What follows belongs to an exercise in optimizing a design on an open flow for small area; a production flow would make more cautious choices. At most, simulation tests tie the RTL to the original design; equivalence was not proved. Power is estimated from default activity; no workload was simulated.

==> flow/design.v <==
module cia402_addci #(parameter N = 36, parameter B = 8) (
  input  wire [N-1:0] a,
  input  wire [N-1:0] b,
  input  wire         cin,
  output wire [N-1:0] s
);
  localparam NB = (N + B - 1) / B;
  wire [N-1:0] z;        
  wire [N-1:0] ci;       
  wire [N-1:0] co;       
  wire [N-1:0] pa;       
  wire [NB-1:0] bc;      
  genvar i, j;
  generate
    for (i = 0; i < N; i = i + 1) begin : g_bit
      if (i % B == 0) begin : g_first
        if (i == 0) begin : g_lsb
          assign ci[i] = cin;
        end else begin : g_blk
          assign ci[i] = 1'b0;
        end
        assign pa[i] = 1'b1;
      end else begin : g_next
        assign ci[i] = co[i-1];
        assign pa[i] = pa[i-1] & z[i-1];
      end
      assign z[i]  = a[i] ^ b[i] ^ ci[i];
      assign co[i] = (a[i] & b[i]) | (ci[i] & (a[i] ^ b[i]));
      if (i < B) begin : g_b0
        assign s[i] = z[i];
      end else begin : g_bn
        assign s[i] = z[i] ^ (bc[i / B] & pa[i]);
      end
    end
    assign bc[0] = cin;
    for (j = 1; j < NB; j = j + 1) begin : g_blkc
      if (j == 1) begin : g_c1
        assign bc[j] = co[B-1];
      end else begin : g_cn
        wire all1 = pa[j*B-1] & z[j*B-1];    
        assign bc[j] = co[j*B-1] | (bc[j-1] & all1);
      end
    end
  endgenerate
endmodule
module cia402_fsm (
  input  wire         clk,
  input  wire         rst,
  input  wire         start,
  input  wire         operational,
  input  wire         stop_req,
  input  wire [31:0]  cfg_target_vel,
  input  wire [7:0]   cfg_mode,
  input  wire [15:0]  cfg_max_torque,
  output wire         ex_req,
  input  wire         ex_valid,
  input  wire         ex_resp_fresh,
  input  wire [127:0] ex_in,
  input  wire [15:0]  ex_wkc,
  output wire [127:0] ex_out,
  output wire [2:0]   phase,
  output wire         exit_code,
  output wire [2:0]   dstate,
  output wire [32:0]  delta,
  output wire         delta_valid,
  output wire         moving,
  output wire         enable_evt,
  output wire [31:0]  enable_pos,
  output wire         report_valid,
  output wire [63:0]  report_cycle,
  output wire [15:0]  report_status,
  output wire [15:0]  report_control,
  output wire [31:0]  report_position,
  output wire [32:0]  report_delta,
  output wire [35:0]  report_rpm,
  output wire [31:0]  report_velocity,
  output wire [7:0]   report_mode,
  output wire [15:0]  report_wkc
);
  localparam [2:0] PH_IDLE   = 3'd0;
  localparam [2:0] PH_RUN    = 3'd1;
  localparam [2:0] PH_DRAIN  = 3'd2;
  localparam [2:0] PH_HALTED = 3'd3;
  localparam [2:0] PH_FAILED = 3'd4;
  localparam [8:0] LAP_FIRST   = 9'd12;     
  localparam [8:0] DRAIN_FIRST = 9'd462;    
  reg [2:0]   phase_q;
  reg         run_flag;
  reg [8:0]   lap_count;       
  reg [6:0]   cnt_lo;          
  reg [54:0]  cnt_hi;          
  reg         cnt_cy;          
  reg         cnt_flush;       
  reg         motor_enabled;
  reg [31:0]  start_pos;
  reg [15:0]  wkc;
  reg         cw7, cw3, cw21, cw0;  
  reg         tv_on;           
  reg         cfg_on;          
  reg [15:0]  in_status;
  reg [31:0]  in_pos;
  reg [31:0]  in_vel;
  reg [7:0]   in_mode;
  reg         enable_evt_q;
  reg         report_q;
  wire in_idle  = (phase_q == PH_IDLE);
  wire in_run   = (phase_q == PH_RUN);
  wire in_drain = (phase_q == PH_DRAIN);
  assign ex_req = (in_run && run_flag) || in_drain;
  wire do_start = in_idle && start && operational;
  wire do_sfail = in_idle && start && !operational;
  wire do_cycle = in_run && run_flag && ex_valid;
  wire do_stop  = in_run && !run_flag;
  wire do_drain = in_drain && ex_valid;
  wire take_in  = (do_cycle || do_drain) && ex_resp_fresh;
  wire [15:0] new_status = take_in ? ex_in[15:0]  : in_status;
  wire [31:0] new_pos    = take_in ? ex_in[47:16] : in_pos;
  wire s_fault = (new_status == 16'h1208);
  wire s_sod   = (new_status == 16'h1250);
  wire s_rtso  = (new_status == 16'h1231);
  wire s_swon  = (new_status == 16'h1233);
  wire s_open  = (new_status == 16'h1237) || (new_status == 16'h1637);
  wire s_known = s_fault || s_sod || s_rtso || s_swon || s_open;
  wire do_latch = do_cycle && s_open && !motor_enabled;
  wire       lap_end  = &lap_count;
  wire [8:0] lap_next = lap_end ? LAP_FIRST : lap_count + 9'd1;
  wire [6:0] cnt_lo_next = cnt_flush ? 7'd125 : cnt_lo + 7'd125;
  wire rot_win = do_cycle && (lap_count[8:7] == 2'b00) &&
                 (!lap_count[6] || (lap_count[5:2] == 4'b0000 && !(lap_count[1] && lap_count[0])));
  always @(posedge clk) begin
    if (rot_win) begin
      cnt_hi <= {(cnt_hi[0] ^ cnt_cy) & !cnt_flush, cnt_hi[54:1]};
      cnt_cy <= cnt_hi[0] & cnt_cy;
    end
    if (do_cycle && lap_end) begin
      cnt_lo <= cnt_lo_next;
      cnt_cy <= cnt_lo_next >= 7'd3;    
    end
  end
  always @(posedge clk) begin
    wkc <= ex_wkc;
    if (rst) begin
      phase_q       <= PH_IDLE;
      run_flag      <= 1'b1;
      lap_count     <= LAP_FIRST;
      cnt_flush     <= 1'b1;
      motor_enabled <= 1'b0;
      start_pos     <= 32'd0;
      cw7           <= 1'b0;
      cw3           <= 1'b0;
      cw21          <= 1'b0;
      cw0           <= 1'b0;
      tv_on         <= 1'b0;
      cfg_on        <= 1'b0;
      in_status     <= 16'd0;
      in_pos        <= 32'd0;
      in_vel        <= 32'd0;
      in_mode       <= 8'd0;
      enable_evt_q  <= 1'b0;
      report_q      <= 1'b0;
    end else begin
      enable_evt_q <= do_latch;
      report_q     <= do_cycle && lap_end;
      if (stop_req)
        run_flag <= 1'b0;
      if (do_start)
        phase_q <= PH_RUN;
      if (do_sfail)
        phase_q <= PH_FAILED;
      if (take_in) begin
        in_status <= ex_in[15:0];
        in_pos    <= ex_in[47:16];
        in_vel    <= ex_in[79:48];
        in_mode   <= ex_in[119:112];
      end
      if (do_cycle) begin
        cfg_on    <= 1'b1;
        lap_count <= lap_next;
        if (lap_end)
          cnt_flush <= 1'b0;
        if (s_known) begin
          cw7   <= s_fault;
          cw3   <= s_swon || s_open;
          cw21  <= !s_fault;
          cw0   <= s_rtso || s_swon || s_open;
          tv_on <= s_open;
        end
        if (do_latch) begin
          motor_enabled <= 1'b1;
          start_pos     <= new_pos;
        end
      end
      if (do_stop || do_drain) begin
        cfg_on <= 1'b1;
        cw7    <= 1'b0;
        cw3    <= 1'b0;
        cw21   <= 1'b0;
        cw0    <= 1'b0;
        tv_on  <= 1'b0;
      end
      if (do_stop) begin
        lap_count <= DRAIN_FIRST;
        phase_q   <= PH_DRAIN;
      end
      if (do_drain) begin
        lap_count <= lap_next;
        if (lap_end)
          phase_q <= PH_HALTED;
      end
    end
  end
  wire [32:0] delta_s;
  cia402_addci #(.N(33), .B(7)) u_delta (
    .a({in_pos[31], in_pos}), .b(~{start_pos[31], start_pos}), .cin(1'b1),
    .s(delta_s));
  wire [35:0] rpm;
  cia402_addci #(.N(36), .B(8)) u_rpm (
    .a({in_vel, 4'd0}), .b(~{{4{in_vel[31]}}, in_vel}), .cin(1'b1),
    .s(rpm));
  wire hi_any  = |delta_s[31:10];
  wire hi_all  = &delta_s[31:10];
  wire lo_gt   = (&delta_s[9:5]) && (delta_s[4] || (delta_s[3] && (|delta_s[2:0])));
  wire lo_lt   = !(|delta_s[9:5]) && !(delta_s[4] && delta_s[3]);
  wire mv_pos  = !delta_s[32] && (hi_any || lo_gt);
  wire mv_neg  =  delta_s[32] && (!hi_all || lo_lt);
  wire [15:0] cw = {8'd0, cw7, 3'd0, cw3, cw21, cw21, cw0};
  assign ex_out = {8'd0,
                   cfg_on ? cfg_mode : 8'd0,
                   cfg_on ? cfg_max_torque : 16'd0,
                   16'd0,
                   tv_on ? cfg_target_vel : 32'd0,
                   32'd0,
                   cw};
  assign dstate = (in_status == 16'h1208) ? 3'd1 :
                  (in_status == 16'h1250) ? 3'd2 :
                  (in_status == 16'h1231) ? 3'd3 :
                  (in_status == 16'h1233) ? 3'd4 :
                  (in_status == 16'h1237 || in_status == 16'h1637) ? 3'd5 : 3'd0;
  assign phase       = phase_q;
  assign exit_code   = phase_q[2];
  assign delta       = delta_s;
  assign delta_valid = motor_enabled;
  assign moving      = motor_enabled && (mv_pos || mv_neg);
  assign enable_evt  = enable_evt_q;
  assign enable_pos  = start_pos;
  assign report_valid    = report_q;
  assign report_cycle    = {cnt_hi, cnt_lo, 2'b00};
  assign report_status   = in_status;
  assign report_control  = cw;
  assign report_position = in_pos;
  assign report_delta    = delta_s;
  assign report_rpm      = rpm;
  assign report_velocity = in_vel;
  assign report_mode     = in_mode;
  assign report_wkc      = wkc;
endmodule
Settings: LEC_CHECK=0, CAP_MARGIN=20, CORE_AREA=5 5 225 225, DIE_AREA=0 0 230 230, PLACE_DENSITY=0.7, SLEW_MARGIN=20; clock period 8.0 ns.
standard.sh (not shown) runs the stock make flow with config.mk's settings and CLKGATE_MAP_FILE= SYNTH_SCRIPT=/design/flow/synth_recipe.tcl, a recipe that flattens the netlist after the stock synthesis.
==> flow/flow/run.sh <==
#!/bin/bash
set -euo pipefail
export BUFFER_PORTS_ARGS="-buffer_cell sky130_fd_sc_hd__buf_1"
export CTS_ARGS="-sink_clustering_enable -repair_clock_nets -buf_list sky130_fd_sc_hd__clkbuf_4 -sink_clustering_size 10 -sink_clustering_max_diameter 40 -dont_use_dummy_load"
export SKIP_REPAIR_TIE_FANOUT=1
bash standard.sh > standard_flow.log 2>&1
==> next run, changes <==
--- a/flow/design.v
+++ b/flow/design.v
@@ -3,43 +3,40 @@
   input  wire [N-1:0] b,
   input  wire         cin,
   output wire [N-1:0] s
 );
-  localparam NB = (N + B - 1) / B;
-  wire [N-1:0] z;        
-  wire [N-1:0] ci;       
-  wire [N-1:0] co;       
-  wire [N-1:0] pa;       
-  wire [NB-1:0] bc;      
-  genvar i, j;
+  genvar i;
   generate
     for (i = 0; i < N; i = i + 1) begin : g_bit
+      wire ci;           
+      wire co;           
+      wire z;            
+      wire pa;           
+      wire bc;           
       if (i % B == 0) begin : g_first
         if (i == 0) begin : g_lsb
-          assign ci[i] = cin;
-        end else begin : g_blk
-          assign ci[i] = 1'b0;
+          assign ci = cin;
+          assign bc = cin;
+        end else if (i == B) begin : g_b1
+          assign ci = 1'b0;
+          assign bc = g_bit[i-1].co;
+        end else begin : g_bn
+          wire all1 = g_bit[i-1].pa & g_bit[i-1].z;
+          assign ci = 1'b0;
+          assign bc = g_bit[i-1].co | (g_bit[i-1].bc & all1);
         end
-        assign pa[i] = 1'b1;
+        assign pa = 1'b1;
       end else begin : g_next
-        assign ci[i] = co[i-1];
-        assign pa[i] = pa[i-1] & z[i-1];
-      end
-      assign z[i]  = a[i] ^ b[i] ^ ci[i];
-      assign co[i] = (a[i] & b[i]) | (ci[i] & (a[i] ^ b[i]));
+        assign ci = g_bit[i-1].co;
+        assign pa = g_bit[i-1].pa & g_bit[i-1].z;
+        assign bc = g_bit[i-1].bc;
+      end
+      assign z  = a[i] ^ b[i] ^ ci;
+      assign co = (a[i] & b[i]) | (ci & (a[i] ^ b[i]));
       if (i < B) begin : g_b0
-        assign s[i] = z[i];
-      end else begin : g_bn
-        assign s[i] = z[i] ^ (bc[i / B] & pa[i]);
-      end
-    end
-    assign bc[0] = cin;
-    for (j = 1; j < NB; j = j + 1) begin : g_blkc
-      if (j == 1) begin : g_c1
-        assign bc[j] = co[B-1];
-      end else begin : g_cn
-        wire all1 = pa[j*B-1] & z[j*B-1];    
-        assign bc[j] = co[j*B-1] | (bc[j-1] & all1);
+        assign s[i] = z;
+      end else begin : g_inc
+        assign s[i] = z ^ (bc & pa);
       end
     end
   endgenerate
 endmodule
Result:
- setup slack improves by 0.039 ns
- cell count came out higher slightly
- via count went down slightly
- clock-buffer cell count climbs by 2
- wire length rises by a few percent
- non-clock buffer count came out higher by 4
- combinational power rises by a few percent
- final area stays flat
- die area is unchanged
- power rises slightly
- core utilization barely changes
- global-route usage climbs by 0.17 points
- maximum frequency came out higher slightly
- synthesized area rises slightly
Function not checked in the first run of this note: the RTL went through the layout flow alone.

## static timing again, ports no longer ideal
How much do the figures lean on ideal ports? The routed layouts below were timed once more, with nothing changed but the port constraints.
Step 1 sets driving cells, clkbuf_16 on the clock port and buf_2 on the other inputs (assumed; they add their load-dependent delay and slew).
Step 2, shift: input delay + t, output delay - t, t = (earliest + latest rising clock arrival at the registers) / 2. This alone moves slack from input paths to output paths.
Slacks: ideal ports / drivers / drivers and shift; pairs: ideal ports / drivers.
run	t, ns	setup WS [ns]	latest minus earliest clock arrival (ns)
the first run	0.719	0.183 / 0.140 / 0.859	0.110 / 0.109
the second run	0.740	0.222 / 0.175 / 0.915	0.094 / 0.094
After both steps setup and hold are still met in every run listed.
